From an optimization exercise on the open Yosys and OpenROAD flow, aimed at small area and few clock cycles; shortcuts taken in it are not production practice. The RTL was checked by simulation tests, not by an equivalence proof against the original design. Power and IR drop assume default switching activity.

==> design/flow/constraint.sdc <==
create_clock -name core_clock -period 10.0 [get_ports {clk}]
set_input_delay 2.0000 -clock core_clock [delete_from_list [all_inputs] [get_ports {clk}]]
set_output_delay 2.0000 -clock core_clock [all_outputs]
set_load 0.01 [all_outputs]
==> design/flow/config.mk <==
export PLATFORM = sky130hd
export DESIGN_NAME = fe
export DESIGN_NICKNAME = fe
export VERILOG_FILES = /design/flow/design.v
export SDC_FILE = /design/flow/constraint.sdc
export NUM_CORES = 4
export LEC_CHECK = 0
export CAP_MARGIN = 20
export CELL_PAD_IN_SITES_DETAIL_PLACEMENT = 2
export CELL_PAD_IN_SITES_GLOBAL_PLACEMENT = 2
export CORE_MARGIN = 2
export CORE_UTILIZATION = 25
export PLACE_DENSITY = 0.35
export SLEW_MARGIN = 20
==> design/flow/design.v <==
module fe (
    input  wire        clk,
    input  wire        rst,           
    input  wire        op_valid,
    output wire        op_ready,
    input  wire [31:0] op_word,
    input  wire [7:0]  op_tlen,       
    input  wire        txt_valid,
    output wire        txt_ready,
    input  wire [7:0]  txt_data,
    output reg         res_valid,
    output reg  [3:0]  res_status,
    output reg  [15:0] res_data,
    output wire [15:0] flags,
    output wire [7:0]  cursor,
    output wire [7:0]  fend,
    input  wire [7:0]  rx_count,      
    input  wire [7:0]  rx_data,       
    output wire        rx_pop,
    input  wire        rx_tmo,        
    output wire        tx_valid,
    output wire [7:0]  tx_data,
    output wire        tx_log
);
    localparam [3:0] ST_OK        = 4'd0,
                     ST_OVERFLOW  = 4'd1,
                     ST_TIMEOUT   = 4'd3,
                     ST_MISMATCH  = 4'd4,
                     ST_LENEXC    = 4'd5,
                     ST_UNDERRUN  = 4'd6,
                     ST_INCOMPL   = 4'd7,
                     ST_ILLEGAL   = 4'd8,
                     ST_UNUSABLE  = 4'd9;
    localparam [1:0] M_IDLE = 2'd0, M_TX = 2'd1, M_RX = 2'd2;
    localparam [7:0] HDR_A = 8'h5A, HDR_B = 8'hA5;
    localparam [7:0] CMD_WREG = 8'h80, CMD_RREG = 8'h81, CMD_WRAM = 8'h82,
                     CMD_RRAM = 8'h83, CMD_WCURVE = 8'h84;
    localparam [3:0] S_IDLE   = 4'd0,
                     S_TEXT   = 4'd1,
                     S_SEND   = 4'd2,
                     S_HUNT_A = 4'd3,
                     S_HUNT_B = 4'd4,
                     S_LEN    = 4'd5,
                     S_BWAIT  = 4'd6,
                     S_BODY   = 4'd7,
                     S_CHECK  = 4'd8;
    localparam [1:0] CHK_NONE = 2'd0, CHK_REG = 2'd1, CHK_RAM = 2'd2;
    reg [7:0]  fbuf [0:254];
    reg [7:0]  pos;
    reg [7:0]  fend_r;
    reg [1:0]  mode;
    reg        err;
    reg [3:0]  ecode;
    reg        req_valid;
    reg        req_kind;       
    reg [15:0] req_addr;
    reg [7:0]  req_cnt;
    reg [3:0]  state;
    reg [7:0]  idx;            
    reg [7:0]  tleft;          
    reg [7:0]  tkeep;          
    reg        twrite;         
    reg [3:0]  tstatus;        
    reg [7:0]  tpos;           
    reg        slog;           
    reg [7:0]  rxlen;
    reg [1:0]  rchk;
    reg [15:0] rchk_addr;
    reg [7:0]  rchk_cnt;
    wire busy = (state == S_HUNT_A) || (state == S_HUNT_B) || (state == S_LEN) ||
                (state == S_BWAIT) || (state == S_BODY) || (state == S_CHECK);
    assign op_ready  = (state == S_IDLE);
    assign flags     = {6'd0, busy, req_valid & req_kind, req_valid, ecode, err, mode};
    assign cursor    = pos;
    assign fend      = fend_r;
    wire [7:0]  opc = op_word[31:24];
    wire [15:0] opa = op_word[23:8];
    wire [7:0]  opb = op_word[7:0];
    wire is_reset    = (op_word == 32'h01000000);
    wire is_resetcmd = (opc == 8'h02) && (opa == 16'd0);
    wire is_app8     = ((opc == 8'h10) || (opc == 8'h14) || (opc == 8'h15)) && (opa == 16'd0);
    wire is_app16    = ((opc == 8'h11) || (opc == 8'h16)) && (opb == 8'd0);
    wire is_text_op  = (opc == 8'h12) || (opc == 8'h13);
    wire is_apptext  = (op_word == 32'h12000000);
    wire is_apptrunc = (opc == 8'h13) && (opa == 16'd0);
    wire is_send     = (opc == 8'h20) && (op_word[23:1] == 23'd0);
    wire is_avail    = (opc == 8'h21) && (opa == 16'd0);
    wire is_receive  = (op_word == 32'h22000000);
    wire is_ext8     = (op_word == 32'h30000000) || (op_word == 32'h33000000) ||
                       (op_word == 32'h34000000);
    wire is_ext16    = (op_word == 32'h31000000) || (op_word == 32'h32000000) ||
                       (op_word == 32'h35000000);
    wire is_wreg     = (opc == 8'h40) && (opa == 16'd0);
    wire is_rreg     = (opc == 8'h41) && (op_word[23:16] == 8'd0);
    wire is_rregresp = (opc == 8'h42) && (op_word[23:16] == 8'd0);
    wire is_rregmat  = (op_word == 32'h43000000);
    wire is_wram     = (opc == 8'h44) && (opb == 8'd0);
    wire is_rram     = (opc == 8'h45);
    wire is_rramresp = (opc == 8'h46);
    wire is_rrammat  = (op_word == 32'h47000000);
    wire is_wcurve   = (opc == 8'h48) && (opa == 16'd0);
    wire accept = op_valid && op_ready;
    wire [7:0] trun = is_apptrunc ? ((opb < op_tlen) ? opb : op_tlen) : op_tlen;
    wire [7:0] rd_pos   = fbuf[pos];
    wire [7:0] rd_pos1  = fbuf[pos + 8'd1];
    wire [7:0] rd_send  = fbuf[idx];
    assign tx_valid = (state == S_SEND);
    assign tx_data  = rd_send;
    assign tx_log   = (state == S_SEND) && slog;
    assign txt_ready = (state == S_TEXT);
    wire   txt_take  = txt_valid && txt_ready;
    assign rx_pop = (rx_count != 8'd0) &&
                    ((state == S_HUNT_A) || (state == S_HUNT_B) || (state == S_LEN) ||
                     (state == S_BODY));
    wire [8:0] rlen9 = {1'b0, fend_r} - 9'd3;
    wire chk_reg_ok = (rlen9 >= 9'd3) && (fbuf[3] == CMD_RREG) &&
                      (fbuf[4] == rchk_addr[7:0]) && (fbuf[5] == rchk_cnt) &&
                      (rlen9 >= 9'd3 + {1'b0, rchk_cnt});
    wire chk_ram_ok = (rlen9 >= 9'd4) && (fbuf[3] == CMD_RRAM) &&
                      ({fbuf[4], fbuf[5]} == rchk_addr) && (fbuf[6] == rchk_cnt) &&
                      ({1'b0, rlen9} >= 10'd4 + {1'b0, rchk_cnt, 1'b0});
    task automatic complete(input [3:0] st, input [15:0] d);
        begin
            res_valid  <= 1'b1;
            res_status <= st;
            res_data   <= (st == ST_OK) ? d : 16'd0;
        end
    endtask
    task automatic rx_start(input [1:0] chk, input [15:0] a, input [7:0] c);
        begin
            mode      <= M_RX;
            err       <= 1'b0;
            ecode     <= 4'd0;
            pos       <= 8'd0;
            fend_r    <= 8'd0;
            rchk      <= chk;
            rchk_addr <= a;
            rchk_cnt  <= c;
            state     <= S_HUNT_A;
        end
    endtask
    task automatic rx_fail(input [3:0] code);
        begin
            err    <= 1'b1;
            ecode  <= code;
            pos    <= 8'd0;
            fend_r <= 8'd0;
            rchk   <= CHK_NONE;
            state  <= S_IDLE;
            complete(code, 16'd0);
        end
    endtask
    always @(posedge clk) begin
        if (rst) begin
            pos        <= 8'd0;
            fend_r     <= 8'd0;
            mode       <= M_IDLE;
            err        <= 1'b0;
            ecode      <= 4'd0;
            req_valid  <= 1'b0;
            state      <= S_IDLE;
            rchk       <= CHK_NONE;
            res_valid  <= 1'b0;
            res_status <= ST_OK;
            res_data   <= 16'd0;
            slog       <= 1'b0;
        end else begin
            res_valid <= 1'b0;
            case (state)
            S_IDLE: if (accept) begin
                if (is_reset) begin
                    pos <= 8'd0; fend_r <= 8'd0; mode <= M_IDLE; err <= 1'b0; ecode <= 4'd0;
                    complete(ST_OK, 16'd0);
                end else if (is_resetcmd) begin
                    fbuf[0] <= HDR_A; fbuf[1] <= HDR_B; fbuf[2] <= 8'd1; fbuf[3] <= opb;
                    pos <= 8'd4; fend_r <= 8'd0; mode <= M_TX; err <= 1'b0; ecode <= 4'd0;
                    complete(ST_OK, 16'd0);
                end else if (is_app8 || is_app16) begin
                    if (mode == M_RX) complete(ST_ILLEGAL, 16'd0);
                    else if (err) complete(ST_UNUSABLE, 16'd0);
                    else begin
                        mode <= M_TX;
                        if ({1'b0, pos} + (is_app16 ? 9'd2 : 9'd1) > 9'd255) begin
                            err <= 1'b1; ecode <= ST_OVERFLOW;
                            complete(ST_OVERFLOW, 16'd0);
                        end else begin
                            if (is_app16) begin
                                fbuf[pos]        <= opa[15:8];
                                fbuf[pos + 8'd1] <= opa[7:0];
                                pos <= pos + 8'd2;
                                if (pos + 8'd2 >= 8'd3) fbuf[2] <= pos + 8'd2 - 8'd3;
                            end else begin
                                fbuf[pos] <= opb;
                                pos <= pos + 8'd1;
                                if (pos + 8'd1 >= 8'd3) fbuf[2] <= pos + 8'd1 - 8'd3;
                            end
                            complete(ST_OK, 16'd0);
                        end
                    end
                end else if (is_text_op) begin
                    twrite <= 1'b0;
                    tpos   <= pos;
                    if (!(is_apptext || is_apptrunc)) tstatus <= ST_ILLEGAL;
                    else if (mode == M_RX) tstatus <= ST_ILLEGAL;
                    else if (err) tstatus <= ST_UNUSABLE;
                    else begin
                        mode <= M_TX;
                        if ({1'b0, pos} + {1'b0, trun} > 9'd255) begin
                            err <= 1'b1; ecode <= ST_OVERFLOW;
                            tstatus <= ST_OVERFLOW;
                        end else begin
                            tstatus <= ST_OK;
                            twrite  <= 1'b1;
                            tpos    <= pos + trun;
                        end
                    end
                    idx   <= pos;
                    tleft <= op_tlen;
                    tkeep <= trun;
                    state <= S_TEXT;
                end else if (is_send) begin
                    if (mode != M_TX) complete(ST_ILLEGAL, 16'd0);
                    else if (err) complete(ST_UNUSABLE, 16'd0);
                    else if (pos < 8'd4) complete(ST_INCOMPL, 16'd0);
                    else begin
                        fbuf[2] <= pos - 8'd3;
                        slog  <= op_word[0];
                        idx   <= 8'd0;
                        state <= S_SEND;
                    end
                end else if (is_avail) begin
                    complete(ST_OK, {15'd0, rx_count >= opb});
                end else if (is_ext8 || is_ext16) begin
                    if (mode != M_RX) complete(ST_ILLEGAL, 16'd0);
                    else if (err) complete(ST_UNUSABLE, 16'd0);
                    else if ({1'b0, pos} + (is_ext16 ? 9'd2 : 9'd1) > {1'b0, fend_r}) begin
                        err <= 1'b1; ecode <= ST_UNDERRUN;
                        complete(ST_UNDERRUN, 16'd0);
                    end else if (is_ext16) begin
                        pos <= pos + 8'd2;
                        complete(ST_OK, {rd_pos, rd_pos1});
                    end else begin
                        pos <= pos + 8'd1;
                        complete(ST_OK, {8'd0, rd_pos});
                    end
                end else if (is_wreg || is_wcurve) begin
                    fbuf[0] <= HDR_A; fbuf[1] <= HDR_B; fbuf[2] <= 8'd2;
                    fbuf[3] <= is_wreg ? CMD_WREG : CMD_WCURVE; fbuf[4] <= opb;
                    pos <= 8'd5; fend_r <= 8'd0; mode <= M_TX; err <= 1'b0; ecode <= 4'd0;
                    complete(ST_OK, 16'd0);
                end else if (is_rreg) begin
                    fbuf[0] <= HDR_A; fbuf[1] <= HDR_B; fbuf[2] <= 8'd3;
                    fbuf[3] <= CMD_RREG; fbuf[4] <= opb; fbuf[5] <= op_word[15:8];
                    pos <= 8'd6; fend_r <= 8'd0; mode <= M_TX; err <= 1'b0; ecode <= 4'd0;
                    req_valid <= 1'b1; req_kind <= 1'b0;
                    req_addr <= {8'd0, opb}; req_cnt <= op_word[15:8];
                    complete(ST_OK, 16'd0);
                end else if (is_wram) begin
                    fbuf[0] <= HDR_A; fbuf[1] <= HDR_B; fbuf[2] <= 8'd3;
                    fbuf[3] <= CMD_WRAM; fbuf[4] <= opa[15:8]; fbuf[5] <= opa[7:0];
                    pos <= 8'd6; fend_r <= 8'd0; mode <= M_TX; err <= 1'b0; ecode <= 4'd0;
                    complete(ST_OK, 16'd0);
                end else if (is_rram) begin
                    fbuf[0] <= HDR_A; fbuf[1] <= HDR_B; fbuf[2] <= 8'd4;
                    fbuf[3] <= CMD_RRAM; fbuf[4] <= opa[15:8]; fbuf[5] <= opa[7:0];
                    fbuf[6] <= opb;
                    pos <= 8'd7; fend_r <= 8'd0; mode <= M_TX; err <= 1'b0; ecode <= 4'd0;
                    req_valid <= 1'b1; req_kind <= 1'b1;
                    req_addr <= opa; req_cnt <= opb;
                    complete(ST_OK, 16'd0);
                end else if (is_receive) begin
                    rx_start(CHK_NONE, 16'd0, 8'd0);
                end else if (is_rregresp) begin
                    rx_start(CHK_REG, {8'd0, opb}, op_word[15:8]);
                end else if (is_rramresp) begin
                    rx_start(CHK_RAM, opa, opb);
                end else if (is_rregmat) begin
                    if (!req_valid || req_kind) complete(ST_ILLEGAL, 16'd0);
                    else rx_start(CHK_REG, req_addr, req_cnt);
                end else if (is_rrammat) begin
                    if (!req_valid || !req_kind) complete(ST_ILLEGAL, 16'd0);
                    else rx_start(CHK_RAM, req_addr, req_cnt);
                end else begin
                    complete(ST_ILLEGAL, 16'd0);
                end
            end
            S_TEXT: begin
                if (tleft == 8'd0) begin
                    if (twrite) begin
                        pos <= tpos;
                        if (tpos >= 8'd3) fbuf[2] <= tpos - 8'd3;
                    end
                    state <= S_IDLE;
                    complete(tstatus, 16'd0);
                end else if (txt_take) begin
                    if (twrite && tkeep != 8'd0) begin
                        fbuf[idx] <= txt_data;
                        idx   <= idx + 8'd1;
                        tkeep <= tkeep - 8'd1;
                    end
                    tleft <= tleft - 8'd1;
                end
            end
            S_SEND: begin
                idx <= idx + 8'd1;
                if (idx + 8'd1 == pos) begin
                    state <= S_IDLE;
                    complete(ST_OK, 16'd0);
                end
            end
            S_HUNT_A: if (rx_count != 8'd0) begin
                if (rx_data == HDR_A) state <= S_HUNT_B;
            end
            S_HUNT_B: if (rx_count != 8'd0) begin
                if (rx_data == HDR_B) begin
                    fbuf[0] <= HDR_A; fbuf[1] <= HDR_B;
                    state <= S_LEN;
                end else if (rx_data != HDR_A) begin
                    state <= S_HUNT_A;
                end
            end
            S_LEN: begin
                if (rx_count != 8'd0) begin
                    fbuf[2] <= rx_data;
                    if (rx_data > 8'd252) rx_fail(ST_LENEXC);
                    else begin
                        rxlen <= rx_data;
                        state <= S_BWAIT;
                    end
                end else if (rx_tmo) begin
                    rx_fail(ST_TIMEOUT);
                end
            end
            S_BWAIT: begin
                if (rx_count >= rxlen) begin
                    idx <= 8'd0;
                    if (rxlen == 8'd0) begin
                        fend_r <= 8'd3;
                        pos    <= 8'd3;
                        state  <= S_CHECK;
                    end else begin
                        state <= S_BODY;
                    end
                end else if (rx_tmo) begin
                    rx_fail(ST_TIMEOUT);
                end
            end
            S_BODY: begin
                fbuf[idx + 8'd3] <= rx_data;
                idx <= idx + 8'd1;
                if (idx + 8'd1 == rxlen) begin
                    fend_r <= rxlen + 8'd3;
                    pos    <= 8'd3;
                    state  <= S_CHECK;
                end
            end
            S_CHECK: begin
                state <= S_IDLE;
                rchk  <= CHK_NONE;
                if (rchk == CHK_NONE) begin
                    complete(ST_OK, 16'd0);
                end else if (rchk == CHK_REG) begin
                    if (chk_reg_ok) begin
                        pos <= 8'd6;
                        complete(ST_OK, 16'd0);
                    end else begin
                        err <= 1'b1; ecode <= ST_MISMATCH;
                        complete(ST_MISMATCH, 16'd0);
                    end
                end else begin
                    if (chk_ram_ok) begin
                        pos <= 8'd7;
                        complete(ST_OK, 16'd0);
                    end else begin
                        err <= 1'b1; ecode <= ST_MISMATCH;
                        complete(ST_MISMATCH, 16'd0);
                    end
                end
            end
            default: state <= S_IDLE;
            endcase
        end
    end
endmodule
==> design/flow/run.sh <==
#!/bin/bash
# synth_recipe.tcl (not shown) runs the flow's synth.tcl, then flattens the netlist and writes it again
# the make line also repeats each setting of config.mk as NAME=value (left out here)
make -C /OpenROAD-flow-scripts/flow DESIGN_CONFIG=/design/flow/config.mk WORK_HOME=/design/flow/orfs CLKGATE_MAP_FILE= SYNTH_SCRIPT=/design/flow/synth_recipe.tcl finish
==> impl_metrics.ini <==
[status]
status = complete, no violations

[critical_path]
crit_type = reg2out
start_kind = flop
r2r_start = state[1]
cp-end-kind = output port
arrival_ns = 6.35
critPathRequiredTime_ns = 8.00
path_max_fanout = 48

[pwr]
max-vdd-ir-drop_v = 0.000176
p_per_area_nw_per_um2 = 227
p_leak_nw = 49.7

[synth]
ys_top_cells_by_area = edfxtp_1 42%, mux4_2 23%, o21ai_0 7.9%
syn_area_per_cell_um2 = 11.2
ys.warnings.count = 1
ys_ff_latch = 2208
synth-async-reset-ratio = 0
synthCells = 13535
seq_area_frac_synth = 0.433
synth_area_um2 = 151000
synth_ff_type = edfxtp_1
synth_top_cell_area_share = 0.424
yosysUniqueCellTypes = 106
synth_largest_area_cell = edfxtp_1
synth-edff-count = 2140

[grt]
grt_max_degree = 114
grt_pass1_wl_um = 1400000
antenna_found_initial = 207
grt_overflow = 0
grtUsageTotal = 0.344
grt_pass1_vias = 132959

[clocking]
htreeDepth = 5
clk_latency_ns = 1.05
root_buffer = clkbuf_16
cts_tree = done
clk_path_buf_depth = 4
cts_resized = 0
hold_buffers = 0
numCtsBuffers = 319
clkSinkCount = 2208
cts.clk_slew.worst_paths_ns = 0.05
post_cts_buffers = 0

[die]
die_x_um = 782
dieHeight_um = 782
io_pins = 135
start_util = 0.251
die_area_um2 = 612000
coreArea_um2 = 603000
num_rows = 285

[sta]
max-slew-margin-rel = 0.0927
maxSlewViolCount = 0
finClkSkew_ns = 0.0634
max_freq_mhz = 120
worstMarginPinSlew_ns = 1.36
tns_ns = 0
hold_viol_final = 0
rsz0062_at_grt = no
setup_viol = 0
finalWorstSetupSlack_ns = 1.65
fin_crit_sh = 0.835
fin_crit_ns = 8.35

[layout]
final_cell_mix = 2769 x nand2_1, 2201 x o21ai_0, 2140 x edfxtp_1, 1546 x mux4_2, 676 x buf_4
layout_commonest_cell = nand2_1
nNetsFinal = 13387
drive_above_1_share = 0.238
area_delta_synth_final_pct = 15.5

[place]
place_hpwl_um = 763000
io_buffers = 128
gp_congestion = 0.928
post-place-ws_ns = 0.978

[detailed_routing]
num_vias = 135381
drc = 0
avgViaCountPerCell = 6.25
wl_per_cell_um = 50.0
drt_wl_total_um = 1080000
drtPass1Iterations = 6
antenna_left = 0
drt-initial-drc-count = 17518

[min_path]
hp-start = res_status[1]
min_path_type = reg2reg

[flow_run]
maxCapViolations = 0
==> worst max-delay path, cell delays in order (launching register included) <==
cell and delay (ns):
dfxtp_4 0.92, buf_4 0.47, buf_12 0.41, mux4_2 0.65
mux4_2 0.65, mux4_2 0.65, mux4_2 0.69, clkdlybuf4s50_1 0.56
==> layout make-up <==
class                      count  area (um^2)
inverter                      84          323
multi-input combinational   9727        80200
clock buffer                 392         8380
antenna                      135          338
sequential                  2208        65700
fill                       64311       428000
tap                         8036        10100
timing repair buffer         894         8120
clock inverter               195         1810
==> registers in the layout, summed over array words and instances (netlist names), 2 cells and up, named ones only <==
register	count
idx	8
rxlen	8
rchk_addr	16
rchk_cnt	8
tpos	8
req_addr	16
pos	8
req_cnt	8
tstatus	2
mode	2
state	4
tkeep	8
fbuf	2048
res_status	4
ecode	4
tleft	8
fend_r	8
rchk	2
res_data	16
==> through the flow <==
stage / power, mW / util / instance area, um^2 / cells / hold slack [ns]
floorplan: 19.9 / - / 151000 / 13540 / 0.445
global placement: 27.8 / 0.272 / 164000 / 20923 / 0.452
detailed placement: 27.9 / 0.272 / 164000 / 20947 / 0.452
CTS: 39.7 / 0.289 / 174000 / 21534 / 0.460
global route: 40.3 / 0.290 / 175000 / 21585 / 0.516
finish: 39.7 / 0.290 / 175000 / 21671 / 0.460
==> cell usage after synthesis (95+ instances only) <==
| cell type | instances |
|---|---|
| nand2_1 | 2790 |
| o21ai_0 | 2399 |
| edfxtp_1 | 2140 |
| mux4_2 | 1546 |
| clkbuf_1 | 1026 |
| mux2i_1 | 451 |
| nor2_1 | 376 |
| buf_2 | 320 |
| nand3_1 | 213 |
| a21oi_1 | 188 |
| a221oi_1 | 173 |
| buf_1 | 137 |
| nor2_2 | 112 |
| nor3_1 | 101 |
| xnor2_1 | 95 |
==> layer usage <==
metal | track usage | share of wire | vias up
met2 | 0.529 | 0.44 | 6933
met3 | 0.0617 | 0.075 | 1551
met1 | 0.467 | 0.42 | 75031
li1 | - | - | 51814
met4 | 0.167 | 0.057 | 52
met5 | 0 | 0.00051 | -
==> cells by family (layout without fill, tap and decap cells) <==
kind of cell               after synthesis  in the layout  synth area share
muxes                                 2033           2033             0.262
other                                    1            141         0.0000248
and+or+nand+nor                       4030           4030             0.114
DFF                                   2208           2208             0.433
adders and majority gates               84             84           0.00704
xor gates and xnor gates               138            138           0.00844
buffers and inverters                 1605           1565            0.0434
AOI/OAI and AO/OA                     3436           3436             0.132
==> worst paths after layout <==
| path | endpoint | slack (ns) | depth (start not counted) |
|---|---|---|---|
| setup / recovery | tx_data[4] | 1.65 | 7 |
| hold / removal | res_status[1] | 0.46 | 2 |
| setup reg to reg | fbuf[149][3] | 3.03 | 11 |
| hold reg to reg | res_status[1] | 0.46 | 2 |
==> power by group <==
group / internal (mW) / total [mW] / leakage [nW] / switching [mW]
registers: 10.4 / 10.7 / 19.8 / 0.241
clock network: 6.57 / 11.8 / 4.95 / 5.20
logic: 6.13 / 17.2 / 24.9 / 11.1
Testbench counts, summed over its fixed seeds: cycles 87,303.

[afterwards: timing with drivers on the ports]
In the flow no input, the clock included, has a driving cell. The finished layout below was timed again as built, in two steps. Step 1 (the two cells are an assumption about what drives the block):
set clk [get_ports {clk}]
set_driving_cell -lib_cell sky130_fd_sc_hd__clkbuf_16 $clk
set_driving_cell -lib_cell sky130_fd_sc_hd__buf_2 [delete_from_list [all_inputs] $clk]
Step 2 adds t to the input delays and takes it off the output delays; t is the mean of the earliest and latest rising clock arrival at the registers after step 1. Input paths then give back, and output paths get back, about the clock's delay inside the block. Three values: ideal, step 1, step 2; two values: the first two.
t, ns: 1.144
slack for setup (ns): 1.652 / 1.523 / 0.899
pins driven straight from the clock port: 1
After both steps this run still meets setup and hold. The setup slack of this run moves by -0.129 ns with the drivers and by -0.753 ns with both steps.
